Background: an optimization exercise with open tools, aiming at a short achievable clock period and few clock cycles. Do not read the settings as production practice. At most, simulation tests tie the RTL to the original design; equivalence was not proved. No activity file was given, so power comes from the tool's default toggle rates.

==> onyx <==
// snappy_dec
module snappy_dec (
    input  wire        clk,
    input  wire        rst,
    input  wire        start,
    input  wire [15:0] src_len,
    input  wire [15:0] dst_cap,
    output wire        busy,
    output reg         done,
    output reg  [7:0]  fault,
    output reg  [31:0] result,
    output reg  [31:0] info0,
    output reg  [31:0] info1,
    output reg         in_re,
    output reg  [15:0] in_addr,
    input  wire [7:0]  in_rdata,
    output reg         out_re,
    output reg  [15:0] out_raddr,
    input  wire [7:0]  out_rdata,
    output reg         out_we,
    output reg  [15:0] out_waddr,
    output reg  [7:0]  out_wdata
);
    localparam [7:0] F_NONE      = 8'h00;
    localparam [7:0] F_VARINT    = 8'h01;
    localparam [7:0] F_COPY_OFF  = 8'h02;
    localparam [7:0] F_LEN_MISM  = 8'h03;
    localparam [7:0] F_TRUNC     = 8'h04;
    localparam [7:0] F_OVERRUN   = 8'h05;
    localparam [7:0] F_DST_SMALL = 8'h21;
    localparam [1:0] M_MEM = 2'd0, M_H1 = 2'd1, M_H2 = 2'd2;
    reg        st_hdr;        
    reg        st_decl;       
    reg        st_tag;        
    reg        st_trl;        
    reg        st_lchk;       
    reg        st_pay;        
    reg        st_end;        
    reg        st_flt;        
    reg        upd;           
    reg        upd_c;         
    reg        upd_l;         
    reg        chk;           
    reg        chk_bad;       
    reg        chk_sl;        
    reg        big;           
    reg        busy_q;        
    reg        idle;          
    reg [15:0] src_len_q;
    reg [15:0] dst_cap_q;
    assign busy = busy_q;
    wire go = start & idle;
    reg        fin;           
    reg        fin_ok;
    reg  [15:0] na;           
    reg         rd_pend;      
    reg         fetch_en;
    reg  [7:0]  iq [0:3];
  ...
Settings: LEC_CHECK=0, ABC_CLOCK_PERIOD_IN_PS=3000, CAP_MARGIN=20, CORE_MARGIN=2, CORE_UTILIZATION=60, CTS_CLUSTER_DIAMETER=80, CTS_CLUSTER_SIZE=20, SLEW_MARGIN=20; clock period 10.0 ns.
standard.sh (not shown) runs the stock make flow with config.mk's settings and CLKGATE_MAP_FILE= SYNTH_SCRIPT=/design/flow/synth_recipe.tcl, a recipe that flattens the netlist after the stock synthesis.
==> flow/flow/run.sh <==
#!/bin/bash
set -euo pipefail
bash standard.sh SETUP_SLACK_MARGIN=7.2 finish > flow_make.log 2>&1
==> maple (differences from onyx) <==
--- a/flow/design.v
+++ b/flow/design.v
@@ -35,22 +35,21 @@
     reg        st_lchk;       
     reg        st_pay;        
     reg        st_end;        
     reg        st_flt;        
     reg        upd;           
+    reg        upd_sl;        
     reg        upd_c;         
     reg        upd_l;         
     reg        chk;           
     reg        chk_bad;       
-    reg        chk_sl;        
     reg        big;           
-    reg        busy_q;        
-    reg        idle;          
+    reg        busy_q;
     reg [15:0] src_len_q;
     reg [15:0] dst_cap_q;
     assign busy = busy_q;
-    wire go = start & idle;
+    wire go = start & ~busy_q;
     reg        fin;           
     reg        fin_ok;
     reg  [15:0] na;           
     reg         rd_pend;      
     reg         fetch_en;
@@ -65,11 +64,11 @@
     wire        h_take = !hv || pop;
     wire        iq_v = (iq_cnt != 3'd0);
     wire        iq_pop  = h_take && iq_v;
     wire        iq_push = rd_pend && !(h_take && !iq_v);
     always @(posedge clk) begin
-        if (idle || fin) begin
+        if (!busy_q || fin) begin
             in_addr <= 16'd0;
             na      <= (go & ~fin) ? 16'd1 : 16'd0;
         end else begin
             in_addr <= na;               
             if (issue) na <= na + 16'd1;
@@ -83,11 +82,11 @@
             iq_rp   <= 2'd0;
             iq_cnt  <= 3'd0;
             hv      <= 1'b0;
         end else begin
             rd_pend <= in_re;
-            if (idle || fin)
+            if (!busy_q || fin)
                 in_re <= go & ~fin;
             else
                 in_re <= issue;
             if (fin) begin
                 iq_wp  <= 2'd0;
@@ -110,11 +109,10 @@
     reg         cq_lit  [0:3];
     reg  [1:0]  cq_mode [0:3];
     reg  [15:0] cq_len  [0:3];
     reg  [15:0] cq_src  [0:3];
     reg         cq_one  [0:3];
-    reg         cq_two  [0:3];
     reg  [2:0]  cq_wp, cq_rp;     
     wire [2:0]  cq_used  = cq_wp - cq_rp;
     wire        cq_v     = (cq_wp != cq_rp);
     wire        cq_stall = cq_used[2] || (cq_used[1:0] == 2'd3);
     reg         cq_push;
@@ -136,11 +134,10 @@
             if (lq_pop)  lq_rp <= lq_rp + 5'd1;
         end
     end
     reg  [16:0] rem;          
     reg         rem_z;        
-    reg  [16:0] remm1;        
     reg  [31:0] decl;         
     reg  [2:0]  vn;           
     reg  [16:0] P;            
     reg  [16:0] Pold;         
     reg  [16:0] room;         
@@ -170,18 +167,15 @@
         endcase
     end
     wire        h_short = (hk == 2'b00) && (hu < 6'd60);
     wire [6:0]  h_len   = (hk == 2'b01) ? {4'd0, hu[2:0]} + 7'd4 : {1'b0, hu} + 7'd1;
     wire        h_f04t = (rem[16:3] == 14'd0) && (h_tcnt >= rem[2:0]);
-    wire        sl_tag = st_tag && pop && h_short;
-    wire        sl_f04 = (remm1[16:6] == 11'd0) && (hu >= remm1[5:0]);
-    wire        sl_f05 = (room[16:6] == 11'd0) && (hu >= room[5:0]);
     wire        t_f04 = (alen > rem);
     wire        t_f05 = (alen > room);
     wire [31:0] c_off = trl;
     wire        c_f02 = (c_off == 32'd0) || (c_off > {15'd0, P});
-    wire        t_f04l = upd_l && (t_f04 || big);
+    wire        t_f04l = (upd_sl || upd_l) && (t_f04 || big);
     wire        t_f02c = upd_c && c_f02;
     wire        t_bad  = t_f04l || t_f02c || t_f05;
     wire        decl_big = (decl > {16'd0, dst_cap_q});
     reg  [31:0] vbits;
     always @(*) begin
@@ -203,52 +197,41 @@
         cq_push = chk && !chk_bad;
         lq_push = st_pay && pop;
         fin     = (st_end && exec_idle) || (st_flt && !in_re && !rd_pend);
         fin_ok  = st_end;
     end
-    wire [1:0]  cq_wa = cq_wp[1:0] + {1'b0, cq_push};
     always @(posedge clk) begin
         if (upd) begin
-            cq_lit[cq_wa]  <= !upd_c;
-            cq_mode[cq_wa] <= (c_off[15:0] == 16'd1) ? M_H1 : (c_off[15:0] == 16'd2) ? M_H2 : M_MEM;
-            cq_len[cq_wa]  <= alen[15:0];
-            cq_src[cq_wa]  <= P[15:0] - c_off[15:0];
-            cq_one[cq_wa]  <= alen1;
-            cq_two[cq_wa]  <= (alen == 17'd2);
-        end else if (sl_tag) begin
-            cq_lit[cq_wa]  <= 1'b1;
-            cq_len[cq_wa]  <= {9'd0, h_len};
-            cq_one[cq_wa]  <= (hu == 6'd0);
-            cq_two[cq_wa]  <= (hu == 6'd1);
+            cq_lit[cq_wp[1:0]]  <= !upd_c;
+            cq_mode[cq_wp[1:0]] <= (c_off[15:0] == 16'd1) ? M_H1 : (c_off[15:0] == 16'd2) ? M_H2 : M_MEM;
+            cq_len[cq_wp[1:0]]  <= alen[15:0];
+            cq_src[cq_wp[1:0]]  <= P[15:0] - c_off[15:0];
+            cq_one[cq_wp[1:0]]  <= alen1;
         end
         if (!lq_full)
             lq[lq_wp[3:0]]      <= hb;
     end
     always @(posedge clk) begin
         if (rst) begin
             st_hdr <= 1'b0; st_decl <= 1'b0; st_tag <= 1'b0; st_trl <= 1'b0;
             st_lchk <= 1'b0; st_pay <= 1'b0; st_end <= 1'b0; st_flt <= 1'b0;
-            upd <= 1'b0; upd_c <= 1'b0; upd_l <= 1'b0;
-            chk <= 1'b0; chk_bad <= 1'b0; chk_sl <= 1'b0;
+            upd <= 1'b0; upd_sl <= 1'b0; upd_c <= 1'b0; upd_l <= 1'b0;
+            chk <= 1'b0; chk_bad <= 1'b0;
             fetch_en <= 1'b0;
             busy_q <= 1'b0;
-            idle   <= 1'b1;
         end else begin
-            upd <= 1'b0; upd_c <= 1'b0; upd_l <= 1'b0;
-            chk     <= (upd || sl_tag) && !idle && !fin && !(chk && chk_bad) && !(st_decl && decl_big);
-            chk_bad <= upd ? t_bad : (sl_f04 || sl_f05);
-            chk_sl  <= sl_tag && !(chk && chk_bad) && !(st_decl && decl_big);
-            if (idle) begin
+            upd <= 1'b0; upd_sl <= 1'b0; upd_c <= 1'b0; upd_l <= 1'b0;
+            chk     <= upd && busy_q && !fin;
+            chk_bad <= t_bad;
+            if (!busy_q) begin
                 if (go) begin
                     busy_q   <= 1'b1;
-                    idle     <= 1'b0;
                     st_hdr   <= 1'b1;
                     fetch_en <= 1'b1;
                 end
             end else if (fin) begin
                 busy_q   <= 1'b0;
-                idle     <= 1'b1;
                 st_end   <= 1'b0;
                 st_flt   <= 1'b0;
                 fetch_en <= 1'b0;
             end else begin
                 st_decl <= 1'b0;
@@ -274,13 +257,15 @@
                             st_flt <= 1'b1;
                     end else if (pop) begin
                         st_tag <= 1'b0;
                         if (h_f04t) begin
                             st_flt <= 1'b1; fetch_en <= 1'b0;
-                        end else if (h_short)
+                        end else if (h_short) begin
                             st_pay <= 1'b1;
-                        else
+                            upd    <= 1'b1;
+                            upd_sl <= 1'b1;
+                        end else
                             st_trl <= 1'b1;
                     end
                 end
                 if (st_trl && pop && tidx + 3'd1 == tcnt) begin
                     st_trl <= 1'b0;
@@ -303,39 +288,37 @@
                     st_tag <= 1'b1;
                 end
                 if (chk && chk_bad) begin
                     st_hdr <= 1'b0; st_decl <= 1'b0; st_tag <= 1'b0; st_trl <= 1'b0;
                     st_lchk <= 1'b0; st_pay <= 1'b0; st_end <= 1'b0;
-                    upd <= 1'b0; upd_c <= 1'b0; upd_l <= 1'b0;
+                    upd <= 1'b0; upd_sl <= 1'b0; upd_c <= 1'b0; upd_l <= 1'b0;
                     st_flt <= 1'b1; fetch_en <= 1'b0;
                 end
                 if (st_decl && decl_big) begin
                     st_tag <= 1'b0; st_trl <= 1'b0; st_pay <= 1'b0; st_end <= 1'b0;
-                    upd <= 1'b0; upd_c <= 1'b0; upd_l <= 1'b0;
+                    upd <= 1'b0; upd_sl <= 1'b0; upd_c <= 1'b0; upd_l <= 1'b0;
                     st_flt <= 1'b1; fetch_en <= 1'b0;
                 end
             end
         end
     end
     always @(posedge clk) begin
-        if (idle) begin
+        if (!busy_q) begin
             src_len_q <= src_len;
             dst_cap_q <= dst_cap;
             rem       <= {1'b0, src_len};
             rem_z     <= (src_len == 16'd0);
-            remm1     <= {1'b0, src_len} - 17'd1;
             decl      <= 32'd0;
             vn        <= 3'd0;
             P         <= 17'd0;
             Pold      <= 17'd0;
         end else begin
             if (pop) begin
                 rem   <= rem - 17'd1;
                 rem_z <= (rem == 17'd1);
-                remm1 <= remm1 - 17'd1;
             end
-            if (upd || chk_sl) begin
+            if (upd) begin
                 Pold <= P;
                 P    <= P + alen;
                 room <= room - alen;
             end
             if (st_hdr && hv) begin
@@ -386,15 +369,10 @@
             f_code <= F_TRUNC; f_i0 <= 2'd2; f_i1 <= 2'd3;
         end
         if (st_decl && decl_big) begin
             f_code <= F_DST_SMALL; f_i0 <= 2'd2; f_i1 <= 2'd1;
         end
-        if (sl_tag) begin
-            t_i0   <= 2'd2;
-            t_code <= sl_f04 ? F_TRUNC : F_OVERRUN;
-            t_i1   <= sl_f04 ? 2'd2 : 2'd3;
-        end
         if (upd) begin
             t_i0 <= t_f02c ? 2'd3 : 2'd2;
             if (t_f04l) begin
                 t_code <= F_TRUNC;    t_i1 <= 2'd2;
             end else if (t_f02c) begin
@@ -441,26 +419,16 @@
     reg         cur_lit;
     reg  [1:0]  cur_mode;
     reg  [15:0] cur_cnt;
     reg         cur_last;
     reg  [15:0] cur_src;
-    wire        h_av   = cq_v || cq_push;
-    wire        h_lit  = cq_lit[cq_rp[1:0]];
-    wire [1:0]  h_mode = cq_mode[cq_rp[1:0]];
-    wire [15:0] h_cnt  = cq_len[cq_rp[1:0]];
-    wire        h_one  = cq_one[cq_rp[1:0]];
-    wire        h_two  = cq_two[cq_rp[1:0]];
-    wire [15:0] h_src  = cq_src[cq_rp[1:0]];
-    wire        i_lit  = cur_v ? cur_lit  : h_lit;
-    wire [1:0]  i_mode = cur_v ? cur_mode : h_mode;
-    wire [15:0] i_src  = cur_v ? cur_src  : h_src;
-    wire        x_iss  = (cur_v || h_av) && (!i_lit || lq_v);
-    wire        x_ld   = cur_v && x_iss && cur_last && h_av;    
-    wire        x_dir  = !cur_v && x_iss;                       
+    wire        x_iss  = cur_v && (!cur_lit || lq_v);
+    wire        x_free = !cur_v || (x_iss && cur_last);
+    wire        x_ld   = x_free && (cq_v || cq_push);    
     always @(*) begin
-        cq_pop = x_ld || x_dir;
-        lq_pop = x_iss && i_lit;
+        cq_pop = x_ld;
+        lq_pop = x_iss && cur_lit;
     end
     reg  [1:0]  s1_sel;       
     reg  [7:0]  s1_b;
     reg  [1:0]  s2_sel;
     reg  [7:0]  s2_b;
@@ -484,44 +452,36 @@
             out_re   <= 1'b0;
             out_we   <= 1'b0;
         end else begin
             if (x_ld)
                 cur_v <= 1'b1;
-            else if (x_dir)
-                cur_v <= !h_one;
             else if (x_iss && cur_last)
                 cur_v <= 1'b0;
             s1_v   <= x_iss;
-            out_re <= x_iss && !i_lit && (i_mode == M_MEM);
+            out_re <= x_iss && !cur_lit && (cur_mode == M_MEM);
             s2_v   <= s1_v;
             out_we <= s2_v;
         end
     end
     always @(posedge clk) begin
         if (x_ld) begin
-            cur_lit  <= h_lit;
-            cur_mode <= h_mode;
-            cur_cnt  <= h_cnt;
-            cur_last <= h_one;
-            cur_src  <= h_src;
-        end else if (x_dir) begin
-            cur_lit  <= h_lit;
-            cur_mode <= h_mode;
-            cur_cnt  <= h_cnt - 16'd1;
-            cur_last <= h_two;
-            cur_src  <= h_src + 16'd1;
+            cur_lit  <= cq_lit[cq_rp[1:0]];
+            cur_mode <= cq_mode[cq_rp[1:0]];
+            cur_cnt  <= cq_len[cq_rp[1:0]];
+            cur_last <= cq_one[cq_rp[1:0]];
+            cur_src  <= cq_src[cq_rp[1:0]];
         end else if (x_iss) begin
             cur_cnt  <= cur_cnt - 16'd1;
             cur_last <= (cur_cnt == 16'd2);
             cur_src  <= cur_src + 16'd1;
         end
-        if (idle)
+        if (!busy_q)
             wa <= 16'd0;
         else if (s2_v)
             wa <= wa + 16'd1;
-        out_raddr <= i_src;
-        s1_sel    <= i_lit ? 2'd3 : i_mode;
+        out_raddr <= cur_src;
+        s1_sel    <= cur_lit ? 2'd3 : cur_mode;
         s1_b      <= lq[lq_rp[3:0]];
         s2_sel    <= s1_sel;
         s2_b      <= s1_b;
         out_waddr <= wa;
         out_wdata <= nbyte;
==> notes <==
maple ran to the end with no violations. onyx completed with no timing, DRC or antenna violations. First-iteration DRC count: onyx is higher than maple (58%). Flip-flop and latch count: onyx is higher than maple (22). Between onyx and maple, the lower clock power is in maple (gap about 7%, measured against maple). In maple the combinational power is smaller than in onyx, by about 22%. Of maple and onyx, maple has the higher hold slack (gap 0.00088 ns). Utilization: maple is lower than onyx (5.2 points). Of onyx and maple, onyx has the higher non-clock buffer count (gap 190). Between maple and onyx, the lower die area is in maple (gap 6.9%, measured against onyx).
Testbench counts of maple, summed over its fixed seeds: cycles 151,834.
The RTL of onyx was laid out without a check of its function.

what the ideal ports hide:
The flow's constraints put no driver on any port. The routed layouts listed below were extracted and timed again, unchanged, in two steps. Step 1: set_driving_cell puts a clkbuf_16 on clk and a buf_2 on each other input, an assumption about the parent block. Step 2 times the ports against the registers' clock, not the clock port: input delays grow and output delays shrink by t, the midpoint of the rising clock arrivals with the driver on. Three values: ideal ports, drivers, drivers and shift; two values: the first two.
run | t, ns | slack for setup (ns) | worst setup path after step 2 | worst slew at a driven data input, ns | cell pins on the clock port's net
onyx | 0.697 | 6.590 / 6.590 / 6.149 | input to register | 0.06 | 1
maple | 0.675 | 6.785 / 6.724 / 6.569 | input to register | 0.07 | 1
After both steps every run listed still meets setup and hold. The setup slack of onyx, which loses most, moves by 0.000 ns with the drivers and by -0.441 ns with both steps.
